Source: an optimization exercise on an open RTL-to-GDS flow (aim: small area). Production flows keep margins and buffers that such runs may drop.
The RTL was checked by simulation tests, not by an equivalence proof against the original design.
Power and IR drop assume default switching activity.

==> flow/design.v (excerpt) <==
module permutation_table_rom (
    input  wire        clk,
    input  wire        rst,
    input  wire        host_we,
    input  wire [1:0]  host_addr,
    input  wire [15:0] host_wdata,
    output wire [1:0]  state,
    output wire [1:0]  ecode,
    output wire [63:0] result,
    output wire [15:0] arg_rd,
    output wire [15:0] cmd_rd,
    output wire        mem_req,
    output wire [15:0] mem_addr,
    input  wire        mem_gnt,
    input  wire [7:0]  mem_rdata
);
export LEC_CHECK = 0
export CAP_MARGIN = 20
export CORE_MARGIN = 2
export CORE_UTILIZATION = 35
export PLACE_DENSITY = 0.5
export SLEW_MARGIN = 20
create_clock -name core_clock -period 110.0 [get_ports {clk}]
standard.sh (not shown) runs the stock make flow with config.mk's settings and CLKGATE_MAP_FILE= SYNTH_SCRIPT=/design/flow/synth_recipe.tcl, a recipe that flattens the netlist after the stock synthesis.
==> flow/flow/run.sh <==
#!/bin/bash
set -euo pipefail
export BUFFER_PORTS_ARGS="-buffer_cell sky130_fd_sc_hd__buf_1"
export CTS_ARGS="-sink_clustering_enable -repair_clock_nets -dont_use_dummy_load -buf_list sky130_fd_sc_hd__clkbuf_4"
bash standard.sh > standard_flow.log 2>&1
Change:
--- a/flow/flow/run.sh
+++ b/flow/flow/run.sh
@@ -4,2 +4,3 @@
 export CTS_ARGS="-sink_clustering_enable -repair_clock_nets -dont_use_dummy_load -buf_list sky130_fd_sc_hd__clkbuf_4"
+export GPL_KEEP_OVERFLOW=0
 bash standard.sh > standard_flow.log 2>&1
- CORE_UTILIZATION: 35 -> 40
- PLACE_DENSITY: 0.5 -> 0.6
The changed run went through all stages and came out clean.
Setup slack is worse by 890 ps.
Final area grows slightly.
Critical path depth grows by 1.
Via count grows slightly.
Wire length shrinks slightly.
Sequential share of layout area is about the same.


before:
Another version of the RTL of permutation_table_rom (not shown whole).
For scale: roughly 2,300 cells after synthesis, ~200 flip-flops.
export LEC_CHECK = 0
export CAP_MARGIN = 20
export CORE_MARGIN = 2
export CORE_UTILIZATION = 40
export PLACE_DENSITY = 0.6
export SLEW_MARGIN = 20
create_clock -name core_clock -period 110.0 [get_ports {clk}]
==> flow/flow/run.sh <==
#!/bin/bash
set -euo pipefail
export BUFFER_PORTS_ARGS="-buffer_cell sky130_fd_sc_hd__buf_1"
export CTS_ARGS="-sink_clustering_enable -repair_clock_nets -dont_use_dummy_load -buf_list sky130_fd_sc_hd__clkbuf_4"
export GPL_KEEP_OVERFLOW=0
bash standard.sh > standard_flow.log 2>&1
Input changes introduced in after (baseline for comparison: before):
- PLACE_DENSITY: 0.6 -> 0.5
- CORE_UTILIZATION: 40 -> 35
diff --git a/flow/flow/run.sh b/flow/flow/run.sh
--- a/flow/flow/run.sh
+++ b/flow/flow/run.sh
@@ -5 +4,0 @@
-export GPL_KEEP_OVERFLOW=0
- Utilization, before and after: lower on after
- Fmax in after is 2.3% above before.
- Non-clock buffer count sits higher in after than in before.
- Compared with before, after shows instance count on the critical path lower by 1.
- Ratio of total power to cell area, before and after: higher on after
- Comparing before and after, routed wire length is higher on after.
- Final critical-path share of the clock period in after vs before: down 0.86 points
- On post-layout worst setup margin: between before and after, it ends up lower for before.
- On clock input transition at the sequential cells of the worst setup and hold paths, after tracks before almost exactly.
- after vs before — clock-buffer cell count climbed by a few percent
- after completed end to end with timing, DRC and antenna clean.


== main ==
Another version of the RTL of permutation_table_rom (not shown whole).
For scale: roughly 150 I/O pins, roughly 0.019 sq mm of cells after synthesis.
clock: 110.0 ns
lec_check: 0
cap_margin: 20
core_margin: 2
core_utilization: 40
place_density: 0.6
slew_margin: 20
==> flow/flow/run.sh <==
#!/bin/bash
set -euo pipefail
export BUFFER_PORTS_ARGS="-buffer_cell sky130_fd_sc_hd__buf_1"
export CTS_ARGS="-sink_clustering_enable -repair_clock_nets -dont_use_dummy_load -buf_list sky130_fd_sc_hd__clkbuf_4"
bash standard.sh > standard_flow.log 2>&1
Edits applied to the flow inputs when going from main to the feature branch:
Settings: a change of CORE_UTILIZATION from 40 to 35; a change of PLACE_DENSITY from 0.6 to 0.5.
DRC marker count from the first detailed-route iteration was lower in the run labelled the feature branch. When the feature branch is set beside main, its final critical-path setup slack turns out to be 0.10 ns smaller. From main to the feature branch the numbers moved as follows: global-route wire length before repair now larger; standby leakage power now larger; post-route total power now larger; power per cell area now larger; non-clock buffering overhead in the final layout comparable. Summary of the feature branch over main: worst slack on hold paths was more or less identical; proportion of layout cells with a drive suffix above 1 went up by 0.36 points; clock period minus final worst setup slack went up by 0.10 ns.

afterwards: timing with drivers on the ports:
How much do the figures lean on ideal ports? The routed layouts below were timed once more, with nothing changed but the port constraints.
Step 1 sets driving cells, clkbuf_16 on the clock port and buf_2 on the other inputs (assumed; they add their load-dependent delay and slew).
Step 2, shift: input delay + t, output delay - t, t = (earliest + latest rising clock arrival at the registers) / 2. This alone moves slack from input paths to output paths.
a / b / c = ideal / step 1 / step 2; a / b = the first two.
run | t (ns) | setup slack, ns | slew at the worst register clock pin (ns) | pins driven straight from the clock port
the first run of note 1 | 0.875 | 67.931 / 67.965 / 67.091 | 0.07 / 0.07 | 1
the second run of note 1 | 0.851 | 67.045 / 67.077 / 66.226 | 0.08 / 0.08 | 1
before | 0.869 | 66.984 / 67.013 / 66.143 | 0.07 / 0.07 | 1
after | 0.902 | 67.933 / 67.964 / 67.062 | 0.07 / 0.07 | 1
main | 0.864 | 67.502 / 67.528 / 66.665 | 0.07 / 0.07 | 1
the feature branch | 0.877 | 67.400 / 67.402 / 66.525 | 0.07 / 0.07 | 1
After both steps every run listed still meets setup and hold. For the feature branch, which loses most, drivers alone change the setup slack by +0.002 ns; drivers and shift together by -0.875 ns.
